Source: an optimization exercise on an open RTL-to-GDS flow (aim: small area). Production flows keep margins and buffers that such runs may drop.
In this exercise RTL edits were held to simulation tests only and were not proved equivalent to the original.
Power is estimated from default activity; no workload was simulated.

==> flow/design.v <==
module minicomp_core (
    input  wire       clk,
    input  wire       rst,           
    output wire [7:0] mem_addr,
    input  wire [7:0] mem_rdata,
    output wire       mem_we,
    output wire [7:0] mem_wdata,
    output wire [7:0] io_port,       
    output wire       io_rd,         
    input  wire [7:0] io_rdata,
    input  wire       io_present,    
    output wire       io_wr,         
    output wire [7:0] io_wdata
);
    reg [7:0] x0, x1, x2, x3;        
    reg [7:0] pc, ioa, t;            
    reg [7:0] ir;                    
    reg [3:0] fl;                    
    reg [4:0] cnt;                   
    reg       clr;                   
    reg       k;                     
    wire [2:0] ph  = cnt[2:0];
    wire [1:0] stp = cnt[4:3];
    wire ph0 = (ph == 3'd0);
    wire ph7 = (ph == 3'd7);
    wire sF  = (stp == 2'd0);
    wire s1  = (stp == 2'd1);
    wire s2  = (stp == 2'd2);
    wire s3  = (stp == 2'd3);
    wire [1:0] ra = ir[3:2];
    wire [1:0] rb = ir[1:0];
    wire alu  = ir[7];
    wire [2:0] op = ir[6:4];
    wire c_ld   = !alu && op == 3'd0;
    wire c_st   = !alu && op == 3'd1;
    wire c_dat  = !alu && op == 3'd2;
    wire c_jmpr = !alu && op == 3'd3;
    wire c_jmp  = !alu && op == 3'd4;
    wire c_jxx  = !alu && op == 3'd5;
    wire c_clf  = !alu && op == 3'd6;
    wire c_io   = !alu && op == 3'd7;
    wire c_ind  = c_io && ra == 2'd0;
    wire c_ina  = c_io && ra == 2'd1;
    wire c_outd = c_io && ra == 2'd2;
    wire c_outa = c_io && ra == 2'd3;
    wire taken  = (fl & ir[3:0]) != 4'd0;
    wire swap = (c_ld && (s1 || s2)) || (c_st && (s2 || s3));
    wire sel_a = swap || (alu && s1);
    wire [1:0] rs = sel_a ? ra : rb;
    reg xs;
    always @(*) begin
        case (rs)
            2'd0: xs = x0[0];
            2'd1: xs = x1[0];
            2'd2: xs = x2[0];
            default: xs = x3[0];
        endcase
    end
    wire a  = t[0];
    wire b  = xs;
    wire d  = a ^ b;
    wire f3 = fl[3];
    reg  c, cy;
    always @(*) begin
        c  = 1'b0;
        cy = 1'b0;
        case (op)
            3'd0: begin c = d ^ f3; cy = d ? f3 : a; end
            3'd1: begin c = f3; cy = a; end
            3'd2: begin c = ph7 ? f3 : t[1]; cy = ph7 ? t[1] : f3; end
            3'd3: c = ~a;
            3'd4: c = a & b;
            3'd5: c = a | b;
            3'd6: c = d;
            default: c = 1'b0;
        endcase
    end
    wire gt_n = d ? a : fl[2];
    wire eq_n = ~d & fl[1];
    wire z_n  = ~c & fl[0];
    wire alu_wr = s2 && alu && op != 3'd7;
    wire t_wb   = s3 && (c_ld || c_dat || c_ind);
    wire ina_wr = s1 && c_ina;
    wire xwe    = swap || alu_wr || t_wb || ina_wr;
    wire wbit   = clr ? 1'b0 :
                  swap ? pc[0] :
                  ina_wr ? ioa[0] :
                  alu_wr ? c : t[0];
    wire we0 = clr || (xwe && rs == 2'd0);
    wire we1 = clr || (xwe && rs == 2'd1);
    wire we2 = clr || (xwe && rs == 2'd2);
    wire we3 = clr || (xwe && rs == 2'd3);
    wire cin  = ph0 | k;
    wire inc  = sF || (s2 && (c_dat || c_jmp || c_jxx));
    wire pc_x = swap || (s1 && c_jmpr);
    wire pc_t = s3 && (c_jmp || (c_jxx && taken));
    wire pc_in = clr ? 1'b0 :
                 pc_x ? xs :
                 pc_t ? t[0] :
                 inc ? (pc[0] ^ cin) : pc[0];
    wire io_in = clr ? 1'b0 : (s1 && c_outa) ? xs : ioa[0];
    wire t_ser = s1 && (c_st || c_outd || c_ind || alu);
    wire t_ldm = s2 && ph0 && (c_ld || c_dat || c_jmp || c_jxx);
    wire t_ldi = s2 && ph0 && c_ind && io_present;
    assign mem_addr  = pc;
    assign mem_wdata = t;
    assign io_wdata  = t;
    assign io_port   = ioa;
    assign mem_we    = s3 && ph0 && c_st && !clr;
    assign io_rd     = s2 && ph0 && c_ind;
    assign io_wr     = s2 && ph0 && c_outd;
    always @(posedge clk) begin
        x0 <= {we0 ? wbit : x0[0], x0[7:1]};
        x1 <= {we1 ? wbit : x1[0], x1[7:1]};
        x2 <= {we2 ? wbit : x2[0], x2[7:1]};
        x3 <= {we3 ? wbit : x3[0], x3[7:1]};
        pc  <= {pc_in, pc[7:1]};
        ioa <= {io_in, ioa[7:1]};
        k   <= pc[0] & cin;
        if (t_ldm)
            t <= {mem_rdata[0], mem_rdata[7:1]};
        else if (t_ldi)
            t <= {io_rdata[0], io_rdata[7:1]};
        else
            t <= {t_ser ? xs : t[0], t[7:1]};
        if (sF && ph0)
            ir <= mem_rdata;
        if (clr || (s1 && c_clf))
            fl <= 4'd0;
        else if (s1 && alu)
            fl[2:0] <= {2'b01, op != 3'd7};
        else if (s2 && alu)
            fl <= {cy, gt_n, eq_n, z_n};
        if (rst) begin
            cnt <= 5'b11000;
            clr <= 1'b1;
        end else begin
            cnt <= cnt + 5'd1;
            if (ph7) clr <= 1'b0;
        end
    end
endmodule
clock: 8.0 ns
lec_check: 0
abc_area: 1
cap_margin: 20
core_margin: 2
core_utilization: 40
place_density: 0.6
slew_margin: 20
standard.sh (not shown) runs the stock make flow with config.mk's settings and CLKGATE_MAP_FILE= SYNTH_SCRIPT=/design/flow/synth_recipe.tcl, a recipe that flattens the netlist after the stock synthesis.
==> flow/flow/run.sh <==
#!/bin/bash
# Own layout flow: the standard flow (standard.sh), with
#  1. the standard synthesis, unchanged, followed by an area-oriented re-mapping of
#     the combinational logic only (flow/resyn.ys; flip-flops untouched);
#  2. port buffers of the smallest buffer cell;
#  3. clock tree synthesis with small clock buffers and no dummy loads.
# Each tool's full output goes to its own log in this folder; ORFS steps also keep
# their logs under orfs/logs/.
set -euo pipefail
W=$(pwd)
R=$W/orfs/results/${FLOW_PLATFORM}/minicomp_core/base
LIB=$FLOW_HOME/platforms/${FLOW_PLATFORM}/lib/sky130_fd_sc_hd__tt_025C_1v80.lib
YOSYS=$FLOW_HOME/../tools/install/yosys/bin/yosys
[[ -x $YOSYS ]] || YOSYS=yosys
export BUFFER_PORTS_ARGS="-buffer_cell sky130_fd_sc_hd__buf_1"
export CTS_ARGS="-sink_clustering_enable -repair_clock_nets -dont_use_dummy_load -buf_list sky130_fd_sc_hd__clkbuf_8 -root_buf sky130_fd_sc_hd__clkbuf_8 -sink_clustering_size 40 -sink_clustering_max_diameter 100"

bash standard.sh synth > synth.log 2>&1
cp $R/1_2_yosys.v $W/std_1_2_yosys.v
sed -e "s#@LIB@#$LIB#g" -e "s#@IN@#$W/std_1_2_yosys.v#g" -e "s#@OUT@#$W/resyn_1_2_yosys.v#g" \
    -e "s#@TOP@#$FLOW_TOP#g" -e "s#@ABC@#$W/flow/resyn.abc#g" flow/resyn.ys > resyn_run.ys
$YOSYS -s resyn_run.ys > resyn.log 2>&1
cp $W/resyn_1_2_yosys.v $R/1_2_yosys.v
bash standard.sh do-1_synth > synth_odb.log 2>&1
bash standard.sh > standard.log 2>&1
==> flow/flow/resyn.abc <==
strash
&get -n
&deepsyn -T 20
&put
dch -f
map -a
mfs2
strash
dch -f
map -a
topo
==> flow/flow/resyn.ys <==
# Re-map the combinational logic of the standard synthesis netlist for area.
# The flip-flops are kept as they are (same instances, names and cell types):
# they are black boxes here, so abc only sees the logic between them.
read_liberty -ignore_miss_func @LIB@
read_verilog @IN@
hierarchy -top @TOP@
blackbox sky130_fd_sc_hd__*df*
flatten
opt_clean -purge
abc -liberty @LIB@ -dont_use *probe* -dont_use *lpflow* -dont_use *clkdly* -dont_use *dlygate* -dont_use *dlymetal* -script @ABC@
read_liberty -lib -ignore_redef @LIB@
splitnets
opt_clean -purge
hilomap -singleton -hicell sky130_fd_sc_hd__conb_1 HI -locell sky130_fd_sc_hd__conb_1 LO
insbuf -buf sky130_fd_sc_hd__buf_1 A X
check -assert
stat -liberty @LIB@
write_verilog -noattr -nohex -nodec @OUT@
Then changed:
--- a/flow/design.v
+++ b/flow/design.v
@@ -53,34 +53,32 @@
             2'd0: xs = x0[0];
             2'd1: xs = x1[0];
             2'd2: xs = x2[0];
             default: xs = x3[0];
         endcase
     end
-    wire a  = t[0];
-    wire b  = xs;
-    wire d  = a ^ b;
-    wire f3 = fl[3];
+    wire a = t[0];
+    wire b = xs;
     reg  c, cy;
     always @(*) begin
         c  = 1'b0;
         cy = 1'b0;
         case (op)
-            3'd0: begin c = d ^ f3; cy = d ? f3 : a; end
-            3'd1: begin c = f3; cy = a; end
-            3'd2: begin c = ph7 ? f3 : t[1]; cy = ph7 ? t[1] : f3; end
+            3'd0: begin c = a ^ b ^ fl[3]; cy = (a & b) | (a & fl[3]) | (b & fl[3]); end
+            3'd1: begin c = fl[3]; cy = a; end
+            3'd2: begin c = ph7 ? fl[3] : t[1]; cy = ph7 ? t[1] : fl[3]; end
             3'd3: c = ~a;
             3'd4: c = a & b;
             3'd5: c = a | b;
-            3'd6: c = d;
+            3'd6: c = a ^ b;
             default: c = 1'b0;
         endcase
     end
-    wire gt_n = d ? a : fl[2];
-    wire eq_n = ~d & fl[1];
-    wire z_n  = ~c & fl[0];
+    wire gt_n = (a & ~b) | (~(a ^ b) & ~ph0 & fl[2]);
+    wire eq_n = ~(a ^ b) & (ph0 | fl[1]);
+    wire z_n  = ~c & (ph0 | fl[0]) & (op != 3'd7);
     wire alu_wr = s2 && alu && op != 3'd7;
     wire t_wb   = s3 && (c_ld || c_dat || c_ind);
     wire ina_wr = s1 && c_ina;
     wire xwe    = swap || alu_wr || t_wb || ina_wr;
     wire wbit   = clr ? 1'b0 :
                   swap ? pc[0] :
@@ -124,14 +122,12 @@
         else
             t <= {t_ser ? xs : t[0], t[7:1]};
         if (sF && ph0)
             ir <= mem_rdata;
         if (clr || (s1 && c_clf))
             fl <= 4'd0;
-        else if (s1 && alu)
-            fl[2:0] <= {2'b01, op != 3'd7};
         else if (s2 && alu)
             fl <= {cy, gt_n, eq_n, z_n};
         if (rst) begin
             cnt <= 5'b11000;
             clr <= 1'b1;
         end else begin
What happened: Power went up by 1.1%; clock-buffer cell count is unchanged; cell area does not change; core utilization stays the same; wire length went up by 3.2%; non-clock buffer count went down by 1.

-- what the ideal ports hide --
No port has a modelled driver above. Below, the same layouts with a new extraction and two added sets of constraints. Step 1 sets driving cells, clkbuf_16 on the clock port and buf_2 on the other inputs (assumed; they add their load-dependent delay and slew). Step 2 moves the port delays by t, midway between the first and last clock arrival at a register: inputs arrive t later, outputs are due t later. That takes back most of the time a late clock gives input paths. Three values: ideal, step 1, step 2; two values: the first two.
run	t, ns	setup WS [ns]	hold WS [ns]	cell pins on the clock port's net
the first run	0.362	3.908 / 3.908 / 3.908	0.310 / 0.310 / 0.310	1
the second run	0.352	4.095 / 4.095 / 4.095	0.311 / 0.311 / 0.311	1
After both steps every run listed still meets setup and hold.
